This is an optimization exercise on Yosys and OpenROAD, whose aim is small area, a short achievable clock period and few clock cycles, not a production implementation.
Function was checked by simulation only, so behaviour that the tests miss may differ from the original.

// rio_slew
module rio_slew (
    input  wire         clk,
    input  wire         rst,         
    input  wire         in_valid,
    output wire         in_ready,
    input  wire [127:0] vel,         
    input  wire [127:0] scale,       
    input  wire [127:0] mf,          
    input  wire [127:0] mac,         
    input  wire [127:0] dt,          
    input  wire         enable,      
    output reg          out_valid,
    output wire [127:0] freq         
);
    localparam [127:0] FX_MAX = {1'b0, {127{1'b1}}};
    localparam [127:0] FX_MIN = {1'b1, 127'd0};
    function [127:0] sat129(input [128:0] x);
        if (x[128] && !x[127])      sat129 = FX_MIN;
        else if (!x[128] && x[127]) sat129 = FX_MAX;
        else                        sat129 = x[127:0];
    endfunction
    reg          rdy;         
    reg          mbusy;       
    reg          mjob;        
    reg  [1:0]   j;           
    reg          lastr;       
    reg          longr;       
    reg          missr;       
    reg          cvalid;      
    reg          cvacc;       
    reg  [31:0]  eqp;         
    reg  [127:0] A, B;        
    reg          wa, wb;      
    reg          jsat;        
    reg          kz;          
    reg          x1sat, x1sgn;
    reg  [127:0] r_mac, r_dt;
    reg  [127:0] MF;
    reg          EN, EN2;
    reg  [19-1:0] bneg, bone, btwo, bnegn, bonen, btwon;
    reg          firstp, firstn;         
    reg          kc2, kc4, kcl;          
    reg  [135-1:0] S, C;      
    reg          cy;          
    reg  [50-1:0] L;        
    reg          x1v, x1job, x1fin, x1lp, x1ln;
    reg  [127:0] q;           
    reg          qovf, qs;    
    reg  [127:0] HI;          
  ...
For scale: ~20000 cells after synthesis, about 770 I/O pins, roughly 0.19 mm2 of cells after synthesis.
export LEC_CHECK = 0
export CAP_MARGIN = 20
export CORE_MARGIN = 2
export CORE_UTILIZATION = 35
export PLACE_DENSITY = 0.45
export SLEW_MARGIN = 20
create_clock -name core_clock -period 15.0 [get_ports {clk}]
standard.sh (not shown) runs the stock make flow with config.mk's settings and CLKGATE_MAP_FILE= SYNTH_SCRIPT=/design/flow/synth_recipe.tcl, a recipe that flattens the netlist after the stock synthesis.
==> flow/flow/run.sh <==
#!/bin/bash
# Layout: the standard flow (standard.sh: the standard synthesis and ORFS
# steps, unchanged), at the design's clock period and constraints, with the
# timing repair asked to leave SETUP_SLACK_MARGIN ns of setup slack, so that
# it works on the paths that set the achieved period. make's full output goes
# to flow_make.log; each ORFS step keeps its own log under orfs/logs/.
set -uo pipefail
bash standard.sh SETUP_SLACK_MARGIN=9.5 finish > flow_make.log 2>&1
The first run finished clean.
Testbench counts at the start, summed over its fixed seeds: cycles 864.
Edit:
--- a/flow/design.v
+++ b/flow/design.v
@@ -2,23 +2,23 @@
     input  wire         clk,
     input  wire         rst,         
     input  wire         in_valid,
     output wire         in_ready,
     input  wire [127:0] vel,         
     input  wire [127:0] scale,       
     input  wire [127:0] mf,          
     input  wire [127:0] mac,         
     input  wire [127:0] dt,          
     input  wire         enable,      
     output reg          out_valid,
-    output wire [127:0] freq         
+    output reg  [127:0] freq         
 );
     localparam [127:0] FX_MAX = {1'b0, {127{1'b1}}};
     localparam [127:0] FX_MIN = {1'b1, 127'd0};
     function [127:0] sat129(input [128:0] x);
         if (x[128] && !x[127])      sat129 = FX_MIN;
         else if (!x[128] && x[127]) sat129 = FX_MAX;
         else                        sat129 = x[127:0];
     endfunction
     reg          rdy;         
     reg          mbusy;       
     reg          mjob;        
@@ -44,29 +44,26 @@
     reg          cy;          
     reg  [50-1:0] L;        
     reg          x1v, x1job, x1fin, x1lp, x1ln;
     reg  [127:0] q;           
     reg          qovf, qs;    
     reg  [127:0] HI;          
     reg          x2v, x2job, x2fin;
     reg  [127:0] tgt;         
     reg  [127:0] dv;
     reg          yen;
     reg          yw, yv;
-    reg  [127:0] fr;          
-    reg          rq;          
     reg          fbp, fbn;    
     reg  [127:0] UP, DN;      
     reg          uhi, ulo, dhi, dlo;    
     assign in_ready = rdy;
-    assign freq = rq ? 128'd0 : fr;
     wire accept = in_valid & rdy;
     wire first  = (j == 2'd0);
     wire bshort = &B[127:2*38-1] | ~|B[127:2*38-1];
     wire hit    = cvacc & (&eqp);
     wire startd = mbusy & lastr & ~mjob & missr;
     wire mdone  = mbusy & lastr;
     wire start  = accept | startd;
     wire restart = mbusy & first & wa & ~wb;
     function fits(input [127:0] x);
         fits = &x[127:97-1] | ~|x[127:97-1];
     endfunction
@@ -4095,24 +4092,24 @@
     wire [127:0] qsh = {{19{D[134]}}, D[134:26]};
     wire [127:0] qlg = {D[77:0], L};
     wire [127:0] qv = {x1ln ? qsh[127:64] : qlg[127:64], x1lp ? qlg[63:0] : qsh[63:0]};
     wire ovf = x1sat | (x1lp & ~(&hl | ~|hl));
     wire [127:0] nhi = sat129(-{HI[127], HI});
     wire [127:0] LO  = {nhi[127:1], nhi[0] & ~x2job};
     wire [128:0] qph = {q[127], q} + {HI[127], HI};
     wire hmin = (HI == FX_MIN);
     wire gt2 = qovf ? ~qs : ($signed(q) > $signed(HI));
     wire lt2 = qovf ?  qs : (hmin ? (q != FX_MAX) : qph[128]);
     wire [127:0] res2 = gt2 ? HI : lt2 ? LO : q;
-    wire [128:0] nu = {fr[127], fr} + {dv[127], dv};
-    wire [128:0] nd = {fr[127], fr} - {dv[127], dv};
+    wire [128:0] nu = {freq[127], freq} + {dv[127], dv};
+    wire [128:0] nd = {freq[127], freq} - {dv[127], dv};
     wire c1 = uhi ? 1'b0 : ulo ? (tgt != FX_MIN) : ($signed(tgt) > $signed(UP));
     wire c2 = dhi ? (tgt != FX_MAX) : dlo ? 1'b0 : ($signed(tgt) < $signed(DN));
     wire s_u   = c1 & ~uhi & ~ulo;
     wire s_d   = ~c1 & c2 & ~dhi & ~dlo;
     wire s_t   = ~c1 & ~c2;
     wire s_max = (c1 & uhi) | (~c1 & c2 & dhi);
     wire s_min = (c1 & ulo) | (~c1 & c2 & dlo);
     wire [127:0] nf = ({128{s_u}} & UP) | ({128{s_d}} & DN) | ({128{s_t}} & tgt) |
                       ({128{s_max}} & FX_MAX) | ({128{s_min}} & FX_MIN);
     always @(posedge clk) begin
         if (rst) begin
@@ -4120,35 +4117,37 @@
             mbusy     <= 1'b0;
             mjob      <= 1'b0;
             j         <= 2'd0;
             lastr     <= 1'b0;
             missr     <= 1'b0;
             cvalid    <= 1'b0;
             x1v       <= 1'b0;
             x2v       <= 1'b0;
             yw        <= 1'b0;
             yv        <= 1'b0;
             out_valid <= 1'b0;
+            freq      <= 128'd0;
         end else begin
             mbusy <= n_mbusy;
             mjob  <= n_mjob;
             lastr <= n_lastr;
             missr <= n_missr;
             j     <= n_j;
             rdy   <= accept ? 1'b0 : (~r_mbusy | (r_lastr & ~(~r_mjob & r_missr)));
             if (rdy) cvalid <= in_valid;
             x1v <= mdone;
             x2v <= x1v;
             yw  <= x2v & x2fin;
             yv  <= yw;
             out_valid <= yv;
+            if (yv) freq <= yen ? nf : 128'd0;
         end
         if (rdy) begin
             wa   <= ~fits(vel);
             wb   <= ~fits(scale);
             jsat <= ~fits(vel) & ~fits(scale);
         end else if (startd) begin
             wa   <= ~fits(r_mac);
             wb   <= ~fits(r_dt);
             jsat <= ~fits(r_mac) & ~fits(r_dt);
         end else if (restart) begin
             wa   <= 1'b0;
@@ -4161,25 +4160,22 @@
             EN <= enable;
             r_mac <= mac;
             r_dt  <= dt;
             cvacc <= cvalid;
         end else if (startd) begin
             A <= r_mac;
             B <= r_dt;
         end else if (restart) begin
             A <= B;
             B <= A;
         end
-        rq <= rst;
-        if (rq) fr <= 128'd0;
-        else if (yv) fr <= yen ? nf : 128'd0;
         if (rdy) begin
             fbp <= vel[127] ^ scale[127];
             fbn <= ~(vel[127] ^ scale[127]);
         end else if (startd) begin
             fbp <= r_mac[127] ^ r_dt[127];
             fbn <= ~(r_mac[127] ^ r_dt[127]);
         end
         bneg  <= nneg;
         bone  <= none;
         btwo  <= ntwo;
         bnegn <= ~nneg;
=>
- The changed run finished with timing, DRC and antenna clean
- clock-buffer cell count rose by 2
- global-route usage hardly moves
- design area goes down by about 0.5%
- wire length barely changes
- register-to-register slack got worse by 0.08 ns
- cell count is about the same
- first-iteration DRC count fell by about 6.4%
- hold slack barely changes
- area after synthesis climbs by about 0.6%
- non-clock buffer count falls by 148
- setup slack loses 0.082 ns
- flip-flop and latch count shrinks by 1
Testbench counts after the change, summed over its fixed seeds: cycles 864.

-- afterwards: timing with drivers on the ports --
Ports are ideal in the flow. The routed layouts listed here were re-timed in OpenROAD. Step 1 sets driving cells, clkbuf_16 on the clock port and buf_2 on the other inputs (assumed; they add their load-dependent delay and slew). Step 2 adds t to the input delays and takes it off the output delays; t is the mean of the earliest and latest rising clock arrival at the registers after step 1. Input paths then give back, and output paths get back, about the clock's delay inside the block. Three values: no drivers, after step 1, after step 2; two values: the first two.
run | shift t [ns] | setup WS [ns] | worst setup path after step 2 | worst data-port slew with drivers (ns)
the first run | 1.122 | 9.413 / 9.291 / 9.379 | input to register | 0.14
the second run | 1.082 | 9.331 / 9.331 / 9.216 | input to register | 0.18
After both steps every run listed still meets setup and hold. For the second run, which loses most, drivers alone change the setup slack by 0.000 ns; drivers and shift together by -0.115 ns.
